From an optimization exercise on the open Yosys and OpenROAD flow, aimed at small area, a short achievable clock period and few clock cycles per item; shortcuts taken in it are not production practice.
The RTL was checked by simulation tests, not by an equivalence proof against the original design.
Power is estimated from default activity; no workload was simulated.

[flow/constraint.sdc]
create_clock -name core_clock -period 24.0 [get_ports {clk}]
set_input_delay 4.8000 -clock core_clock [delete_from_list [all_inputs] [get_ports {clk}]]
set_output_delay 4.8000 -clock core_clock [all_outputs]
set_load 0.01 [all_outputs]
[flow/design.v]
module mars_core (
    input  wire        clk,
    input  wire        rst,           
    input  wire        cmd_valid,
    input  wire        cmd_op,        
    input  wire [12:0] cmd_pc,        
    output wire        cmd_ready,
    output reg         mem_req,
    output reg  [2:0]  mem_we,        
    output reg  [12:0] mem_addr,
    output reg  [79:0] mem_wdata,
    input  wire        mem_ack,
    input  wire [79:0] mem_rdata,
    input  wire [2:0]  q_sel,
    output wire [12:0] q_pc,
    output wire        q_alive,
    output wire [3:0]  q_len,
    output wire [2:0]  q_cur,
    output reg  [3:0]  st_code,
    output reg  [2:0]  st_wid,
    output reg  [12:0] st_pc,
    output wire [4:0]  st_op,
    output reg  [63:0] cycles
);
    localparam [12:0] CORESIZE = 13'd8000;
    localparam [2:0] C_OK = 3'd1, C_DAT = 3'd2, C_DIVZ = 3'd3, C_OVF = 3'd4, C_UNSUP = 3'd5;
    localparam [3:0] S_IDLE  = 4'd0,  S_FETCH = 4'd1,
                     S_APTR  = 4'd2,  S_APRE  = 4'd3,  S_ASNAP = 4'd4,  S_APOST = 4'd5,
                     S_BPTR  = 4'd6,  S_BPRE  = 4'd7,  S_BSNAP = 4'd8,  S_BPOST = 4'd9,
                     S_WRITE = 4'd10, S_MD    = 4'd11, S_MDFIN = 4'd12,
                     S_SLINIT = 4'd13, S_SLRUN = 4'd14, S_SLFIX = 4'd15;
    reg [3:0] state;
    reg [12:0] qpc   [0:7];
    reg        qalive[0:7];
    reg [3:0]  qlen;
    reg [2:0]  cur;
    reg [4:0]  r_op;              
    reg [2:0]  r_mod, r_am, r_bm;
    reg        r_ill;
    reg        r_afz;             
    reg [79:0] s_ins;             
    reg [31:0] p;                 
    reg [12:0] sa, da, ptr;
    reg [2:0]  code;
    reg        taken;
    reg [3:0]  sl_ret;
    reg        sl_pb;      
    reg [1:0]  sl_sel;            
    reg [32:0] m_a, m_b;
    reg [31:0] m_c;
    reg [5:0]  m_k;
    reg        m_ph, m_neg, m_sx, m_ovf, m_big, m_p2;
    assign cmd_ready = (state == S_IDLE);
    assign q_pc      = qpc[q_sel];
    assign q_alive   = qalive[q_sel];
    assign q_len     = qlen;
    assign q_cur     = cur;
    assign st_op     = r_op;
    wire [12:0] curpc = qpc[cur];
    wire [13:0] pc1s  = {1'b0, curpc} + 14'd1;
    wire [13:0] pc2s  = {1'b0, curpc} + 14'd2;
    wire [12:0] pc1   = (pc1s >= {1'b0, CORESIZE}) ? pc1s[12:0] - CORESIZE : pc1s[12:0];
    wire [12:0] pc2   = (pc2s >= {1'b0, CORESIZE}) ? pc2s[12:0] - CORESIZE : pc2s[12:0];
    wire fetching = (state == S_IDLE) || (state == S_FETCH);
    wire [4:0] d_op  = fetching ? mem_rdata[4:0]   : r_op;
    wire [2:0] d_mod = fetching ? mem_rdata[7:5]   : r_mod;
    wire [2:0] d_am  = fetching ? mem_rdata[10:8]  : r_am;
    wire [2:0] d_bm  = fetching ? mem_rdata[13:11] : r_bm;
    wire f_ill = (mem_rdata[4:0] >= 5'd20) || (mem_rdata[7:5] == 3'd7) || (mem_rdata[15:14] != 2'b00);
    wire d_ill = fetching ? f_ill : r_ill;
    wire f_afz = (mem_rdata[47:16] == 32'd0);
    wire d_afz = fetching ? f_afz : r_afz;
    wire d_mov   = (d_op == 5'd1);
    wire d_arith = (d_op >= 5'd2) && (d_op <= 5'd6);
    wire d_md    = (d_op >= 5'd4) && (d_op <= 5'd6);
    wire d_jmp   = (d_op == 5'd7);
    wire d_jz    = (d_op == 5'd8) || (d_op == 5'd9);
    wire d_djn   = (d_op == 5'd11);
    wire d_cmp   = (d_op >= 5'd12) && (d_op <= 5'd15);
    wire d_slt   = (d_op == 5'd15);
    wire n_s   = !d_ill && (d_mov || d_arith || d_jz || d_djn || d_cmp);    
    wire n_a   = n_s || (!d_ill && d_jmp);                                  
    wire n_d   = !d_ill && (d_arith || d_cmp);                              
    wire n_b   = n_d || (!d_ill && d_mov);                                  
    wire n_w   = !d_ill && (d_mov || d_arith || d_djn);                     
    wire r_nw  = !r_ill && ((r_op >= 5'd1 && r_op <= 5'd6) || r_op == 5'd11);
    wire a_ind  = d_am[2] || d_am[1];
    wire a_pre  = (d_am == 3'd4) || (d_am == 3'd6);
    wire a_post = (d_am == 3'd5) || (d_am == 3'd7);
    wire b_ind  = d_bm[2] || d_bm[1];
    wire b_pre  = (d_bm == 3'd4) || (d_bm == 3'd6);
    wire b_post = (d_bm == 3'd5) || (d_bm == 3'd7);
    wire en_aptr  = a_ind && (d_am[2] || n_a);
    wire en_asnap = n_s && (a_ind || d_djn || ((d_am == 3'd1) && !d_afz));
    wire en_bptr  = b_ind && (d_bm[2] || n_b);
    function [3:0] nxt;
        input [3:0] pos;
        input e_aptr, e_apre, e_asnap, e_apost, e_bptr, e_bpre, e_bsnap, e_bpost, e_write;
        begin
            nxt = S_IDLE;
            if (e_write && pos < S_WRITE) nxt = S_WRITE;
            if (e_bpost && pos < S_BPOST) nxt = S_BPOST;
            if (e_bsnap && pos < S_BSNAP) nxt = S_BSNAP;
            if (e_bpre  && pos < S_BPRE)  nxt = S_BPRE;
            if (e_bptr  && pos < S_BPTR)  nxt = S_BPTR;
            if (e_apost && pos < S_APOST) nxt = S_APOST;
            if (e_asnap && pos < S_ASNAP) nxt = S_ASNAP;
            if (e_apre  && pos < S_APRE)  nxt = S_APRE;
            if (e_aptr  && pos < S_APTR)  nxt = S_APTR;
        end
    endfunction
    wire [3:0] pos = fetching ? S_FETCH : (state == S_MDFIN || state == S_MD) ? S_BSNAP : state;
    wire [3:0] next_pos = nxt(pos, en_aptr, a_pre, en_asnap, a_post, en_bptr, b_pre, n_d, b_post,
                              n_w || (!d_ill && d_slt));
    function [12:0] wrapf;
        input [12:0] base;
        input [12:0] f;
        input        dec;
        reg [14:0] b0, bp, bm, fx, s, sp, sm;
        begin
            b0 = {2'b00, base} - {14'd0, dec};
            bp = b0 + 15'd8000;
            bm = b0 - 15'd8000;
            fx = {{2{f[12]}}, f};
            s  = b0 + fx;
            sp = bp + fx;
            sm = bm + fx;
            wrapf = s[14] ? sp[12:0] : (!sm[14] ? sm[12:0] : s[12:0]);
        end
    endfunction
    wire        ptr_st   = (state == S_APTR) || (state == S_BPTR);
    wire        ptr_isb  = (state == S_BPTR) || (state == S_BPRE) || (state == S_BPOST);
    wire [2:0]  ptr_mode = ptr_isb ? r_bm : r_am;
    wire        ptr_usea = (ptr_mode == 3'd2) || (ptr_mode == 3'd4) || (ptr_mode == 3'd5);
    wire        ptr_pre  = (ptr_mode == 3'd4) || (ptr_mode == 3'd6);
    wire        ptr_post = (ptr_mode == 3'd5) || (ptr_mode == 3'd7);
    wire [31:0] ptr_fld  = ptr_usea ? mem_rdata[47:16] : mem_rdata[79:48];
    wire        ptr_fault = (ptr_pre && ptr_fld == 32'h8000_0000) || (ptr_post && ptr_fld == 32'h7FFF_FFFF);
    wire [31:0] w1_f    = fetching ? mem_rdata[47:16] : ptr_fld;
    wire [12:0] w1_base = fetching ? curpc : ((state == S_BPTR) ? da : sa);
    wire [12:0] w1      = wrapf(w1_base, w1_f[12:0], ptr_st && ptr_pre);
    wire        w1_ok   = (w1_f[31:12] == 20'd0) || (w1_f[31:12] == 20'hFFFFF);
    wire        ptr_slow = !w1_ok && ((state == S_BPTR) ? n_b : n_a);
    wire [12:0] w2      = wrapf(curpc, mem_rdata[60:48], 1'b0);
    wire        w2_ok   = (mem_rdata[79:60] == 20'd0) || (mem_rdata[79:60] == 20'hFFFFF);
    wire r_dsta = (r_mod == 3'd0) || (r_mod == 3'd3) || (r_mod >= 3'd4);
    wire r_dstb = (r_mod == 3'd1) || (r_mod == 3'd2) || (r_mod >= 3'd4);
    wire [31:0] s_af = s_ins[47:16];
    wire [31:0] s_bf = s_ins[79:48];
    wire [31:0] src_a = ((r_mod == 3'd3) || (r_mod == 3'd5)) ? s_bf : s_af;
    wire [31:0] src_b = ((r_mod == 3'd2) || (r_mod == 3'd5)) ? s_af : s_bf;
    wire [31:0] rd_af = mem_rdata[47:16];
    wire [31:0] rd_bf = mem_rdata[79:48];
    wire        as_djn = (state == S_ASNAP);
    wire        as_inv = as_djn || (r_op == 5'd3) || (r_op == 5'd15);
    wire        as_cin = !as_djn && (r_op == 5'd3);
    wire [31:0] as_sa  = as_djn ? 32'd0 : src_a;
    wire [31:0] as_sb  = as_djn ? 32'd0 : src_b;
    wire [32:0] sum_a  = {rd_af[31], rd_af} + ({as_sa[31], as_sa} ^ {33{as_inv}}) + {32'd0, as_cin};
    wire [32:0] sum_b  = {rd_bf[31], rd_bf} + ({as_sb[31], as_sb} ^ {33{as_inv}}) + {32'd0, as_cin};
    wire        as_ovf = (r_dsta && (sum_a[32] != sum_a[31])) || (r_dstb && (sum_b[32] != sum_b[31]));
    wire        slt_t  = (!r_dsta || !sum_a[32]) && (!r_dstb || !sum_b[32]);
    wire jz_t   = (!r_dsta || rd_af == 32'd0) && (!r_dstb || rd_bf == 32'd0);
    wire f_dsta = (mem_rdata[7:5] == 3'd0) || (mem_rdata[7:5] == 3'd3) || (mem_rdata[7:5] >= 3'd4);
    wire f_dstb = (mem_rdata[7:5] == 3'd1) || (mem_rdata[7:5] == 3'd2) || (mem_rdata[7:5] >= 3'd4);
    wire fjz_t  = (!f_dsta || rd_af == 32'd0) && (!f_dstb || rd_bf == 32'd0);
    wire fjn_t  = (!f_dsta || rd_af != 32'd0) && (!f_dstb || rd_bf != 32'd0);
    wire f_taken = d_jmp || (d_jz && ((d_op == 5'd8) ? fjz_t : fjn_t));
    wire jn_t   = (!r_dsta || rd_af != 32'd0) && (!r_dstb || rd_bf != 32'd0);
    wire djn_nz = (!r_dsta || rd_af != 32'd1) && (!r_dstb || rd_bf != 32'd1);
    wire djn_ov = (r_dsta && rd_af == 32'h8000_0000) || (r_dstb && rd_bf == 32'h8000_0000);
    wire same   = (r_mod == 3'd6) ? (mem_rdata == s_ins)
                                  : ((!r_dsta || src_a == rd_af) && (!r_dstb || src_b == rd_bf));
    wire divz   = (r_dsta && src_a == 32'd0) || (r_dstb && src_b == 32'd0);
    wire        md_mul  = (r_op == 5'd4);
    wire        md_div  = (r_op == 5'd5);
    wire        in_sl   = (state == S_SLRUN) || (state == S_SLFIX) || (state == S_SLINIT);
    wire        m_shr   = (state == S_MD) && m_ph;             
    wire [32:0] m_op2   = m_shr ? {1'b0, m_b[32:1]} : m_b;
    wire        m_sub   = (state == S_MD) ? !md_mul : ((state == S_SLRUN) ? (m_ph && !m_a[32]) : 1'b0);
    wire        m_sext  = (state != S_MD);
    wire [33:0] m_sum   = {m_sext & m_a[32], m_a} + ({m_sext & m_op2[32], m_op2} ^ {34{m_sub}}) + {33'd0, m_sub};
    wire        ld_first = (state == S_BSNAP);
    wire [31:0] ld_x  = ld_first ? (r_dsta ? rd_af : rd_bf) : src_a;
    wire [31:0] ld_y  = (ld_first && r_dsta) ? src_a : src_b;
    wire [31:0] ld_u  = md_mul ? ld_y : ld_x;
    wire [31:0] ld_v  = md_mul ? ld_x : ld_y;
    wire [32:0] abs_u = ld_u[31] ? (33'd0 - {ld_u[31], ld_u}) : {1'b0, ld_u};
    wire [32:0] abs_v = ld_v[31] ? (33'd0 - {ld_v[31], ld_v}) : {1'b0, ld_v};
    wire [32:0] md_mag = md_mul ? m_a : (md_div ? {1'b0, m_c} : {1'b0, m_a[31:0]});
    wire        md_sgn = (r_op == 5'd6) ? m_sx : m_neg;
    wire        md_ovf = m_ovf || md_mag[32] || (md_mag[31] && (!md_sgn || md_mag[30:0] != 31'd0));
    wire [31:0] md_res = md_sgn ? (32'd0 - md_mag[31:0]) : md_mag[31:0];
    wire        md_two = r_dsta && r_dstb;
    wire [31:0] sl_d    = (sl_sel == 2'd0) ? s_af : ((sl_sel == 2'd1) ? s_bf : p);
    wire [12:0] sl_base = sl_sel[1] ? ptr : curpc;
    wire        sl_postm = sl_sel[1] && ptr_post_r;
    wire [2:0]  ptr_mode_r = (sl_sel == 2'd3) ? r_bm : r_am;
    wire        ptr_post_r = (ptr_mode_r == 3'd5) || (ptr_mode_r == 3'd7);
    wire        sl_small = (sl_d[31:16] == 16'd0) || (sl_d[31:16] == 16'hFFFF);
    reg         commit;
    reg  [2:0]  c_code;
    reg         c_taken;
    reg  [12:0] c_tgt;
    wire [2:0]  f_code = f_ill ? C_UNSUP :
                         (mem_rdata[4:0] == 5'd0) ? C_DAT :
                         ((mem_rdata[4:0] == 5'd10) || (mem_rdata[4:0] == 5'd16) ||
                          (mem_rdata[4:0] == 5'd17) || (mem_rdata[4:0] == 5'd19)) ? C_UNSUP : C_OK;
    wire        r_skip = (r_op >= 5'd12) && (r_op <= 5'd15);
    wire [12:0] newpc = (c_taken && c_code == C_OK) ? c_tgt : pc1;
    wire        q_ld = (state == S_IDLE) && cmd_valid && cmd_op && (qlen != 4'd8);
    wire        q_we = q_ld || commit;
    wire [2:0]  q_wi = q_ld ? qlen[2:0] : cur;
    wire [12:0] q_wd = q_ld ? cmd_pc : newpc;
    wire        q_wa = q_ld || ((c_code == C_OK) && qalive[cur]);
    wire step_acc = (state == S_IDLE) && cmd_valid && !cmd_op && (qlen != 4'd0);
    wire fetch_ok = ((state == S_FETCH) || step_acc) && mem_ack;
    wire f_slowa = !w1_ok && (((d_am == 3'd1) && n_a) || en_aptr);
    wire f_slowb = !w2_ok && (((d_bm == 3'd1) && n_b) || en_bptr);
    always @(*) begin
        commit  = 1'b0;
        c_code  = code;
        c_taken = taken;
        c_tgt   = r_skip ? pc2 : sa;
        case (state)
            S_IDLE, S_FETCH: begin
                c_code  = f_code;
                c_taken = f_taken;
                c_tgt   = (d_am == 3'd0) ? curpc : w1;
                commit  = fetch_ok && (next_pos == S_IDLE) && !f_slowa && !f_slowb;
            end
            S_APTR, S_BPTR: begin
                c_tgt  = (state == S_APTR) ? w1 : sa;
                commit = mem_ack && (next_pos == S_IDLE) && !ptr_slow && !ptr_fault;
            end
            S_APRE, S_BPRE, S_APOST, S_BPOST:
                commit = mem_ack && (next_pos == S_IDLE);
            S_ASNAP: begin
                c_taken = (r_op == 5'd8) ? jz_t : jn_t;
                commit  = mem_ack && (next_pos == S_IDLE);
            end
            S_BSNAP: begin
                c_taken = (r_op == 5'd14) ? !same : same;
                commit  = mem_ack && (next_pos == S_IDLE);
            end
            S_WRITE:
                commit = mem_ack || !mem_req;
            default: ;
        endcase
    end
    wire w_ptr = (state == S_APRE) || (state == S_APOST) || (state == S_BPRE) || (state == S_BPOST);
    wire w_mov = (r_op == 5'd1);
    always @(*) begin
        mem_req   = 1'b0;
        mem_we    = 3'b000;
        mem_addr  = curpc;
        mem_wdata = {s_bf, s_af, s_ins[15:0]};
        case (state)
            S_IDLE:  mem_req = (qlen != 4'd0);
            S_FETCH: mem_req = 1'b1;
            S_APTR, S_ASNAP: begin
                mem_req  = 1'b1;
                mem_addr = sa;
            end
            S_BPTR, S_BSNAP: begin
                mem_req  = 1'b1;
                mem_addr = da;
            end
            S_APRE, S_APOST, S_BPRE, S_BPOST: begin
                mem_req  = 1'b1;
                mem_addr = ptr;
                mem_we   = ptr_usea ? 3'b010 : 3'b100;
            end
            S_WRITE: begin
                mem_req  = (code == C_OK) && r_nw;
                mem_addr = (r_op == 5'd11) ? sa : da;
                mem_we   = (w_mov && r_mod == 3'd6) ? 3'b111 : {r_dstb, r_dsta, 1'b0};
            end
            default: ;
        endcase
        if (w_ptr) mem_wdata[79:16] = {p, p};
        else if (w_mov && r_mod != 3'd6) mem_wdata[79:16] = {src_b, src_a};
    end
    always @(posedge clk) begin
        if (rst) begin
            state   <= S_IDLE;
            qlen    <= 4'd0;
            cur     <= 3'd0;
            st_code <= 4'd0;
            st_wid  <= 3'd0;
            st_pc   <= 13'd0;
            r_op    <= 5'd0;
            cycles  <= 64'd0;
        end else begin
            cycles <= cycles + {63'd0, commit};
            if (state == S_IDLE && cmd_valid) begin
                if (cmd_op) begin
                    if (qlen != 4'd8) begin
                        qlen              <= qlen + 4'd1;
                    end
                end else if (qlen == 4'd0) begin
                    st_code <= 4'd6;
                    st_wid  <= 3'd0;
                    st_pc   <= 13'd0;
                    r_op    <= 5'd0;
                end else begin
                    st_wid <= cur;
                    st_pc  <= curpc;
                    if (!mem_ack) state <= S_FETCH;
                end
            end
            if (fetch_ok) begin
                r_op   <= mem_rdata[4:0];
                r_mod  <= mem_rdata[7:5];
                r_am   <= mem_rdata[10:8];
                r_bm   <= mem_rdata[13:11];
                r_ill  <= f_ill;
                r_afz  <= f_afz;
                s_ins  <= mem_rdata;
                code   <= f_code;
                taken  <= f_taken;
                sa     <= (d_am == 3'd0) ? curpc : w1;
                da     <= (d_bm == 3'd0) ? curpc : w2;
                sl_pb  <= f_slowb;
                if (f_slowa || f_slowb) begin
                    state  <= S_SLINIT;
                    sl_sel <= f_slowa ? 2'd0 : 2'd1;
                    sl_ret <= (next_pos == S_IDLE) ? S_WRITE : next_pos;
                end else begin
                    state  <= next_pos;
                end
            end
            case (state)
                S_APTR, S_BPTR: if (mem_ack) begin
                    ptr <= (state == S_BPTR) ? da : sa;
                    if (state == S_BPTR) da <= w1; else sa <= w1;
                    p <= ptr_fld + (ptr_pre ? 32'hFFFF_FFFF : (ptr_post ? 32'd1 : 32'd0));
                    if (ptr_fault) begin
                        code  <= C_OVF;
                        state <= S_WRITE;
                    end else if (ptr_slow) begin
                        state  <= S_SLINIT;
                        sl_sel <= (state == S_BPTR) ? 2'd3 : 2'd2;
                        sl_ret <= (next_pos == S_IDLE) ? S_WRITE : next_pos;
                    end else begin
                        state <= next_pos;
                    end
                end
                S_APRE, S_BPRE, S_APOST, S_BPOST: if (mem_ack) state <= next_pos;
                S_ASNAP: if (mem_ack) begin
                    s_ins <= mem_rdata;
                    if (r_op == 5'd11) begin
                        s_ins[79:16] <= {sum_b[31:0], sum_a[31:0]};
                        taken <= djn_nz;
                        if (djn_ov) code <= C_OVF;
                    end else if (r_op == 5'd8 || r_op == 5'd9) begin
                        taken <= (r_op == 5'd8) ? jz_t : jn_t;
                    end
                    state <= next_pos;
                end
                S_BSNAP: if (mem_ack) begin
                    state <= next_pos;
                    if (r_op == 5'd14) taken <= !same;
                    else if (r_op == 5'd15) taken <= slt_t;
                    else if (r_op == 5'd12 || r_op == 5'd13) taken <= same;
                    if (r_op == 5'd2 || r_op == 5'd3) begin
                        s_ins[79:16] <= {sum_b[31:0], sum_a[31:0]};
                        if (as_ovf) code <= C_OVF;
                    end
                    if (d_md) begin
                        if (r_op != 5'd4 && divz) begin
                            code <= C_DIVZ;
                        end else begin
                            state <= S_MD;
                            if (r_mod == 3'd5) s_ins[79:48] <= rd_bf;
                            else s_ins[47:16] <= rd_bf;
                            m_p2  <= 1'b0;
                            m_a   <= md_mul ? 33'd0 : abs_u;
                            m_b   <= abs_v;
                            m_c   <= md_mul ? abs_u[31:0] : 32'd0;
                            m_k   <= 5'd0;
                            m_ph  <= 1'b0;
                            m_ovf <= 1'b0;
                            m_big <= 1'b0;
                            m_neg <= ld_x[31] ^ ld_y[31];
                            m_sx  <= ld_x[31];
                        end
                    end
                end
                S_MD: begin
                    if (md_mul) begin
                        if (m_c[0]) begin
                            m_a <= m_sum[32:0];
                            if (m_sum[33] || m_big) m_ovf <= 1'b1;
                        end
                        m_b <= {m_b[31:0], 1'b0};
                        if (m_b[32]) m_big <= 1'b1;
                        m_c <= {1'b0, m_c[31:1]};
                        if (m_c[31:1] == 31'd0 || m_ovf) state <= S_MDFIN;
                    end else if (!m_ph) begin
                        if (!m_sum[33]) begin
                            m_b <= {m_b[31:0], 1'b0};
                            m_k <= m_k + 6'd1;
                        end else if (m_k == 6'd0) begin
                            state <= S_MDFIN;
                        end else begin
                            m_ph <= 1'b1;
                        end
                    end else begin
                        if (!m_sum[33]) m_a <= m_sum[32:0];
                        m_c <= {m_c[30:0], !m_sum[33]};
                        m_b <= {1'b0, m_b[32:1]};
                        m_k <= m_k - 6'd1;
                        if (m_k == 6'd1) state <= S_MDFIN;
                    end
                end
                S_MDFIN: begin
                    if (md_ovf) begin
                        code  <= C_OVF;
                        state <= next_pos;
                    end else if (md_two && !m_p2) begin
                        s_ins[47:16] <= md_res;
                        state <= S_MD;
                        m_p2  <= 1'b1;
                        m_a   <= md_mul ? 33'd0 : abs_u;
                        m_b   <= abs_v;
                        m_c   <= md_mul ? abs_u[31:0] : 32'd0;
                        m_k   <= 5'd0;
                        m_ph  <= 1'b0;
                        m_ovf <= 1'b0;
                        m_big <= 1'b0;
                        m_neg <= ld_x[31] ^ ld_y[31];
                        m_sx  <= ld_x[31];
                    end else begin
                        if (r_dsta && !md_two) s_ins[47:16] <= md_res;
                        else s_ins[79:48] <= md_res;
                        state <= next_pos;
                    end
                end
                S_WRITE: if (commit) state <= S_IDLE;
                S_SLINIT: begin
                    m_a   <= {sl_d[31], sl_d};
                    m_b   <= {20'd0, sl_base} - {32'd0, sl_postm};
                    m_big <= !sl_small;
                    state <= S_SLRUN;
                    m_ph  <= 1'b0;
                end
                S_SLRUN: begin
                    if (!m_ph) begin
                        m_a  <= m_sum[32:0];
                        m_b  <= m_big ? (33'd8000 << 18) : (33'd8000 << 3);
                        m_k  <= m_big ? 6'd18 : 6'd3;
                        m_ph <= 1'b1;
                    end else begin
                        m_a <= m_sum[32:0];
                        if (m_k == 6'd0) state <= S_SLFIX;
                        else begin
                            m_b <= {1'b0, m_b[32:1]};
                            m_k <= m_k - 6'd1;
                        end
                    end
                end
                S_SLFIX: begin
                    if (sl_sel == 2'd1 || sl_sel == 2'd3)
                        da <= m_a[32] ? m_sum[12:0] : m_a[12:0];
                    else
                        sa <= m_a[32] ? m_sum[12:0] : m_a[12:0];
                    if (sl_sel == 2'd0 && sl_pb) begin
                        sl_sel <= 2'd1;
                        state  <= S_SLINIT;
                    end else begin
                        state <= sl_ret;
                    end
                end
                default: ;
            endcase
            if (q_we) begin
                qpc[q_wi]    <= q_wd;
                qalive[q_wi] <= q_wa;
            end
            if (commit) begin
                st_code <= {1'b0, c_code};
                cur     <= ({1'b0, cur} + 4'd1 == qlen) ? 3'd0 : cur + 3'd1;
                state   <= S_IDLE;
            end
        end
    end
endmodule
[flow/flow/run.sh]
#!/bin/bash
set -e
export BUFFER_PORTS_ARGS="-buffer_cell sky130_fd_sc_hd__buf_2"
export SETUP_SLACK_MARGIN=13.5
export CTS_ARGS="-sink_clustering_enable -repair_clock_nets -sink_clustering_size 20 -buf_list sky130_fd_sc_hd__clkbuf_8 -dont_use_dummy_load"
bash standard.sh > standard.log 2>&1
[flow/config.mk]
export PLATFORM = sky130hd
export DESIGN_NAME = mars_core
export DESIGN_NICKNAME = mars_core
export VERILOG_FILES = /design/flow/design.v
export SDC_FILE = /design/flow/constraint.sdc
export NUM_CORES = 4
export LEC_CHECK = 0
export CAP_MARGIN = 20
export CORE_MARGIN = 2
export CORE_UTILIZATION = 40
export SLEW_MARGIN = 20
[flow/standard.sh]
#!/bin/bash
# synth_recipe.tcl (not shown) runs the flow's synth.tcl, then flattens the netlist and writes it again
# the make line also repeats each setting of config.mk as NAME=value (left out here)
make -C /OpenROAD-flow-scripts/flow DESIGN_CONFIG=/design/flow/config.mk WORK_HOME=/design/flow/orfs CLKGATE_MAP_FILE= SYNTH_SCRIPT=/design/flow/synth_recipe.tcl "${@:-finish}"
==> flow_metrics.env, run 1 <==
export IMPL_drtAntennaViolNets=0
export IMPL_start_util=0.404
export IMPL_yosys_warnings=1
export IMPL_routed_wl_um=278000
export IMPL_max_cap_violations=0
export IMPL_critPathMaxFanout=7
export IMPL_tightest_slew_ns=1.26
export IMPL_die_w_um=368
export IMPL_p_per_area_nw_per_um2=129
export IMPL_grt_pass1_vias=52252
export IMPL_syn_inst=6582
export IMPL_vias=57475
export IMPL_ios=309
export IMPL_drc=0
export IMPL_core_area_sq_um=132000
export IMPL_die_y_um=368
export IMPL_htreeDepth=3
export IMPL_synth_top_area_frac=0.223
export IMPL_wl_met3_um=44100
export IMPL_hp_start="st_wid[1]$_SDFFE_PP0P_"
export IMPL_grt_remaining_overflow=0
export IMPL_netlist_area_sq_um=53100
export IMPL_synth_area_leaders="edfxtp_1 (22%), mux2i_1 (5.9%), a21oi_1 (5.8%)"
export IMPL_whs_path_depth=2
export IMPL_die_area_sq_um=136000
export IMPL_rows=133
export IMPL_crit_path_start_kind="input pin"
export IMPL_status="timing/DRC/antenna clean"
export IMPL_dr_wl_met2_um=108000
export IMPL_min_path_type="flip-flop to flip-flop"
export IMPL_cp_data_arrival_time_ns=5.86
export IMPL_reg2reg_depth=23
export IMPL_m1WireLength_um=110000
export IMPL_grt_pass1_wl_um=386000
export IMPL_clk_latency_ns=0.86
export IMPL_clockBufferDepth=3
export IMPL_end_kind="output pin"
export IMPL_grt_usage=0.392
export IMPL_period_share=0.444
export IMPL_synth_distinct_cells=120
export IMPL_cts_tree="built"
export IMPL_layout_min_cycle_time_ns=10.66
export IMPL_gp_congestion=1.11
export IMPL_cts_buffers=100
export IMPL_io_buffers=307
export IMPL_synth_top_cells_by_count="a21oi_1 (615), nand2_1 (604), nor2_1 (571)"
export IMPL_clkTransAtPathRegs_ns=0.05
export IMPL_area_growth_pct=9.49
export IMPL_tns_ns=0
export IMPL_path_class="input pin to output pin"
export IMPL_drtIter0Drc=9739
export IMPL_nNetsFinal=7020
export IMPL_finalHoldViolations=0
export IMPL_drive_above_1_share=0.134
export IMPL_worst_ir_drop_vdd_v=0.000112
export IMPL_synth_edf_count=395
export IMPL_setup_violations=0
export IMPL_rsz0062_at_grt="true"
export IMPL_highest_layer="met5"
export IMPL_ys_seq_area_frac=0.262
export IMPL_async_flop_share=0
export IMPL_grt_max_degree=106
export IMPL_dp_hpwl_um=208000
export IMPL_final_util=0.442
export IMPL_syn_nets=6941
export IMPL_relSlewSlack=0.151
export IMPL_viasPerCell=6.81
export IMPL_netlist_top_cell_by_area="edfxtp_1"
export IMPL_hold_path_end="st_wid[1]$_SDFFE_PP0P_"
export IMPL_p_leak_nw=22.4
export IMPL_timing_rr_start="state[0]$_SDFF_PP0_"
export IMPL_r2r_end="qpc[2][4]$_DFFE_PP_"
export IMPL_drv_slew=0
export IMPL_clkSinkCount=497
export IMPL_firstDrtPassIters=11
export IMPL_ys_seq_elements=497
export IMPL_fmax_mhz=93.8
export IMPL_worst_clock_skew_ns=0.0971
export IMPL_routedWlPerCell_um=33.0
export IMPL_synth_ff_type="edfxtp_1"
export IMPL_syn_area_per_cell_sq_um=8.07
export IMPL_postCtsHoldBufs=0
export IMPL_crit_required_ns=19.20
export IMPL_r2r_setup_slack_ns=14.90
export IMPL_root_buffer="clkbuf_8"
export IMPL_yosysMostFrequentCell="a21oi_1"
export IMPL_grt_antenna_before_repair=20
-- repair_timing --
action,CTS,global route
setup endpoints to repair,18,19
pin swaps,1,0
setup buffers,1,0
resized for setup,29,3
gates cloned,3,0
-- where the power goes --
| group | switching [mW] | internal [mW] | total, mW |
|---|---|---|---|
| Clock | 0.396 | 0.362 | 0.759 |
| Sequential | 0.260 | 1.20 | 1.46 |
| Combinational | 3.53 | 1.76 | 5.30 |
-- through the flow --
stage	setup slack [ns]	power (mW)	cells	hold slack, ns	area (sq um)
2_1_floorplan	13.34	4.61	6582	0.476	53200
3_3_place_gp	12.53	6.40	8310	0.444	56500
3_5_place_dp	12.43	6.43	8310	0.445	56500
4_1_cts	13.33	7.21	8414	0.453	58100
5_1_grt	13.32	7.78	8420	0.468	58100
6_report	13.34	7.51	8438	0.452	58200
-- critical path: stages --
cell and delay [ns]:
buf_16 0.12, mux4_2 0.50, mux2_4 0.30, buf_6 0.13
-- cell usage in the layout (no fill, tap or decap), types with 190 or more instances in the layout --
cell type	count
a21oi_1	609
buf_2	290
buf_4	190
edfxtp_1	395
ha_1	231
mux2i_1	313
nand2_1	599
nor2_1	558
nor3_1	214
o21ai_0	470
xnor2_1	284
xor2_1	264
-- cells by family after synthesis --
kind of cell             count (synthesis)  synth area share
adder cells (fa/ha/maj)                258            0.0646
AND/OR/NAND/NOR                       2113             0.189
XOR/XNOR                               553            0.0914
flip-flops                             497             0.262
AO/OA/AOI/OAI                         1979             0.237
multiplexers                           464             0.103
other                                    1         0.0000706
buffers and inverters                  717            0.0530
-- flip-flops by register name, summed over array words and instances, names as in the netlist, 5 cells and up, named ones only --
signal	count
qalive	8
ptr	13
m_c	32
r_op	5
sa	13
da	13
st_pc	13
m_b	33
qpc	104
m_a	33
cycles	64
m_k	6
s_ins	64
p	32
-- layout make-up --
cell class                      instances  area [sq um]
Antenna cell                           24          60.1
Clock buffer                          100          1380
Fill cell                           13323         73500
Inverter                              195           734
Multi-Input combinational cell       5368         36700
Sequential cell                       497         13900
Tap cell                             1755          2200
Timing Repair Buffer                  499          3160
-- per-layer routing --
layer | GRT usage | vias up
met5 | 0 | -
met4 | 0.181 | 12
met3 | 0.178 | 873
met2 | 0.533 | 4308
met1 | 0.523 | 27736
li1 | - | 24546
-- worst max path at each step --
| stage | depth (start not counted) | start | slack [ns] | endpoint |
|---|---|---|---|---|
| floorplan | 4 | q_sel[0] | 13.34 | q_pc[10] |
| global placement | 23 | mem_rdata[32] | 12.53 | cycles[60]$_SDFF_PP0_ |
| detailed placement | 23 | mem_rdata[32] | 12.43 | cycles[58]$_SDFF_PP0_ |
| CTS | 4 | q_sel[0] | 13.33 | q_pc[5] |
| global route | 4 | q_sel[0] | 13.32 | q_pc[7] |
| finish | 4 | q_sel[0] | 13.34 | q_pc[5] |
Testbench counts, summed over its fixed seeds: cycles 97,755, steps 48,000.
==> inputs of run 2 (changes only) <==
==> flow/flow/run.sh (replaced) <==
#!/bin/bash
set -e
export BUFFER_PORTS_ARGS="-buffer_cell sky130_fd_sc_hd__buf_2"
export SETUP_SLACK_MARGIN=13.5
export CTS_ARGS="-sink_clustering_enable -repair_clock_nets -sink_clustering_size 24 -buf_list {sky130_fd_sc_hd__clkbuf_4 sky130_fd_sc_hd__clkbuf_8} -dont_use_dummy_load"
bash standard.sh > standard.log 2>&1
==> run 2 against run 1 <==
  * Routed wire length stayed put
  * Utilization stayed put
  * Synthesized area stayed put
  * Critical path depth stayed put
  * Power stayed put
  * Clock skew stayed put
  * Critical path type unchanged
  * Largest power group unchanged
  * Worst setup slack stayed put
  * Clock-buffer cell count stayed put
  * Critical endpoint unchanged
  * Sequential power hardly changed
  * Cell area stayed put
  * Clock power hardly changed
  * Still clean on timing, DRC and antenna
  * Largest cell class unchanged
==> flow_metrics.env, run 2 <==
export IMPL_status="timing/DRC/antenna clean"
export IMPL_routed_wl_um=278000
export IMPL_synth_ff_type="edfxtp_1"
export IMPL_cts_buffers=100
export IMPL_routedWlPerCell_um=33.0
export IMPL_start_util=0.404
export IMPL_mostFrequentLayoutCells="a21oi_1 (609), nand2_1 (599), nor2_1 (558), o21ai_0 (470), edfxtp_1 (395)"
export IMPL_p_per_area_nw_per_um2=129
export IMPL_hold_path_end="st_wid[1]$_SDFFE_PP0P_"
export IMPL_relSlewSlack=0.151
export IMPL_vias=57475
export IMPL_timing_rr_start="state[0]$_SDFF_PP0_"
export IMPL_drv_slew=0
export IMPL_path_class="input pin to output pin"
export IMPL_drtAntennaViolNets=0
export IMPL_grt_pass1_vias=52252
export IMPL_viasPerCell=6.81
export IMPL_finalPower_mw=7.51
export IMPL_ios=309
export IMPL_synth_top_area_frac=0.223
export IMPL_p_leak_nw=22.4
export IMPL_hp_start="st_wid[1]$_SDFFE_PP0P_"
export IMPL_synth_simple_area_share=0.189
export IMPL_clk_latency_ns=0.86
export IMPL_critPathMaxFanout=7
export IMPL_pwr_share_clk=0.101
export IMPL_io_buffers=307
export IMPL_min_path_type="flip-flop to flip-flop"
export IMPL_syn_inst=6582
export IMPL_worst_clock_skew_ns=0.0971
export IMPL_ys_seq_elements=497
export IMPL_synth_compound_area_share=0.237
export IMPL_whs_path_depth=2
export IMPL_rsz0062_at_grt="true"
export IMPL_period_share=0.444
export IMPL_synthMuxAreaShare=0.103
export IMPL_final_common_cell="a21oi_1"
export IMPL_largestRegisters="qpc (104), cycles (64), s_ins (64)"
export IMPL_clockBufferDepth=3
export IMPL_cts_tree="built"
export IMPL_largest_register_ffs=104
export IMPL_cp_data_arrival_time_ns=5.86
export IMPL_end_kind="output pin"
export IMPL_drive_above_1_share=0.134
export IMPL_r2r_setup_slack_ns=14.90
export IMPL_reg2reg_depth=23
export IMPL_drc=0
export IMPL_die_y_um=368
export IMPL_tns_ns=0
export IMPL_p_int_mw=3.32
export IMPL_grt_max_degree=106
export IMPL_core_area_sq_um=132000
export IMPL_r2r_end="qpc[2][4]$_DFFE_PP_"
export IMPL_worst_ir_drop_vdd_v=0.000112
export IMPL_area_growth_pct=9.49
export IMPL_fmax_mhz=93.8
export IMPL_yosys_warnings=1
export IMPL_crit_path_start_kind="input pin"
export IMPL_netlist_area_sq_um=53100
export IMPL_grt_usage=0.392
export IMPL_max_cap_violations=0
export IMPL_synth_top_cells_by_count="a21oi_1 (615), nand2_1 (604), nor2_1 (571)"
export IMPL_drtIter0Drc=9739
export IMPL_crit_required_ns=19.20
export IMPL_grt_remaining_overflow=0
export IMPL_die_area_sq_um=136000
export IMPL_synth_edf_count=395
export IMPL_gp_congestion=1.11
export IMPL_yosysMostFrequentCell="a21oi_1"
export IMPL_grt_pass1_wl_um=386000
export IMPL_top_register="qpc"
export IMPL_whs_ns=0.452
export IMPL_setup_violations=0
export IMPL_tightest_slew_ns=1.26
export IMPL_combPwrFrac=0.705
export IMPL_p_switching_mw=4.19
export IMPL_layout_min_cycle_time_ns=10.66
export IMPL_netlist_top_cell_by_area="edfxtp_1"
export IMPL_synth_xor_area_frac=0.0914
export IMPL_firstDrtPassIters=11
export IMPL_async_flop_share=0
export IMPL_syn_nets=6941
export IMPL_ys_seq_area_frac=0.262
export IMPL_grt_antenna_before_repair=20
export IMPL_dp_hpwl_um=208000
export IMPL_synth_top_family_by_area="compound AO/OA/AOI/OAI gates"
export IMPL_seqPwrFrac=0.194
export IMPL_switching_share=0.558
export IMPL_postCtsHoldBufs=0
export IMPL_htreeDepth=3
export IMPL_synthAdderAreaFrac=0.0646
export IMPL_finalHoldViolations=0
export IMPL_syn_area_per_cell_sq_um=8.07
export IMPL_clkSinkCount=497
export IMPL_die_w_um=368
export IMPL_clkTransAtPathRegs_ns=0.05
export IMPL_synth_area_leaders="edfxtp_1 (22%), mux2i_1 (5.9%), a21oi_1 (5.8%)"
export IMPL_synth_distinct_cells=120
export IMPL_rows=133
export IMPL_root_buffer="clkbuf_8"
export IMPL_nNetsFinal=7020
-- run 2: cell counts in the layout (fill, tap and decap cells not counted) --
Identical to the previous run, type by type.
-- run 2: logic make-up after synthesis --
kind of cell             after synthesis
AO/OA/AOI/OAI                       1979
XOR/XNOR                             553
adder cells (fa/ha/maj)              258
buffers and inverters                717
flip-flops                           497
multiplexers                         464
other                                  1
AND/OR/NAND/NOR                     2113
-- run 2: repair_timing --
item,in CTS,in global routing
pin swaps,1,0
endpoints found under the setup margin,18,19
resized for setup,29,3
setup buffers,1,0
gates cloned,3,0
-- run 2: final cells by class --
cell class | instances | area [sq um]
Tap cell | 1755 | 2200
Sequential cell | 497 | 13900
Multi-Input combinational cell | 5368 | 36700
Timing Repair Buffer | 499 | 3160
Fill cell | 13323 | 73500
Clock buffer | 100 | 1380
Antenna cell | 24 | 60.1
Inverter | 195 | 734
-- run 2: worst max-delay path by stage --
stage	cells past startpoint	end	startpoint
2_1_floorplan	4	q_pc[10]	q_sel[0]
3_3_place_gp	23	cycles[60]$_SDFF_PP0_	mem_rdata[32]
3_5_place_dp	23	cycles[58]$_SDFF_PP0_	mem_rdata[32]
4_1_cts	4	q_pc[5]	q_sel[0]
5_1_grt	4	q_pc[7]	q_sel[0]
6_report	4	q_pc[5]	q_sel[0]
-- run 2: critical path, stage by stage --
cell and delay, ns:
buf_16 0.12, mux4_2 0.50, mux2_4 0.30, buf_6 0.13
-- run 2: power by group through the flow --
stage	sequential, mW	combinational [mW]	clock, mW
2_1_floorplan	1.28	3.33	0
5_1_grt	1.45	5.53	0.794
4_1_cts	1.42	5.02	0.765
3_5_place_dp	1.44	4.99	0
6_report	1.46	5.30	0.759
3_3_place_gp	1.44	4.96	0
-- run 2: metrics by stage --
| stage | utilization | std cells | setup WS [ns] | cell area (sq um) |
|---|---|---|---|---|
| final | 0.442 | 8438 | 13.34 | 58200 |
| after detailed placement | 0.429 | 8310 | 12.43 | 56500 |
| after global placement | 0.429 | 8310 | 12.53 | 56500 |
| after CTS | 0.441 | 8414 | 13.33 | 58100 |
| after global routing | 0.442 | 8420 | 13.32 | 58100 |
| after floorplan | - | 6582 | 13.34 | 53200 |
-- run 2: per-layer routing --
layer  wire length, um  global-route usage  vias to the layer above
met1            110000               0.523                    27736
met4             15700               0.181                       12
met5               112                   0                        -
li1                  -                   -                    24546
met2            108000               0.533                     4308
met3             44100               0.178                      873

## re-timing with driven ports
In the flow no input, the clock included, has a driving cell. The finished layouts below were timed again as built, in two steps.
Step 1, drivers: a clkbuf_16 drives clk and a buf_2 each remaining input, both assumed.
Step 2 moves the port delays by t, midway between the first and last clock arrival at a register: inputs arrive t later, outputs are due t later. That takes back most of the time a late clock gives input paths.
Three values: ideal ports, drivers, drivers and shift; two values: the first two.
| run | t, ns | slack for setup (ns) | slew at the worst register clock pin (ns) |
|---|---|---|---|
| run 1 | 0.892 | 13.338 / 13.006 / 13.006 | 0.07 / 0.07 |
| run 2 | 0.892 | 13.338 / 13.006 / 13.006 | 0.07 / 0.07 |
After both steps setup and hold are still met in every run listed.
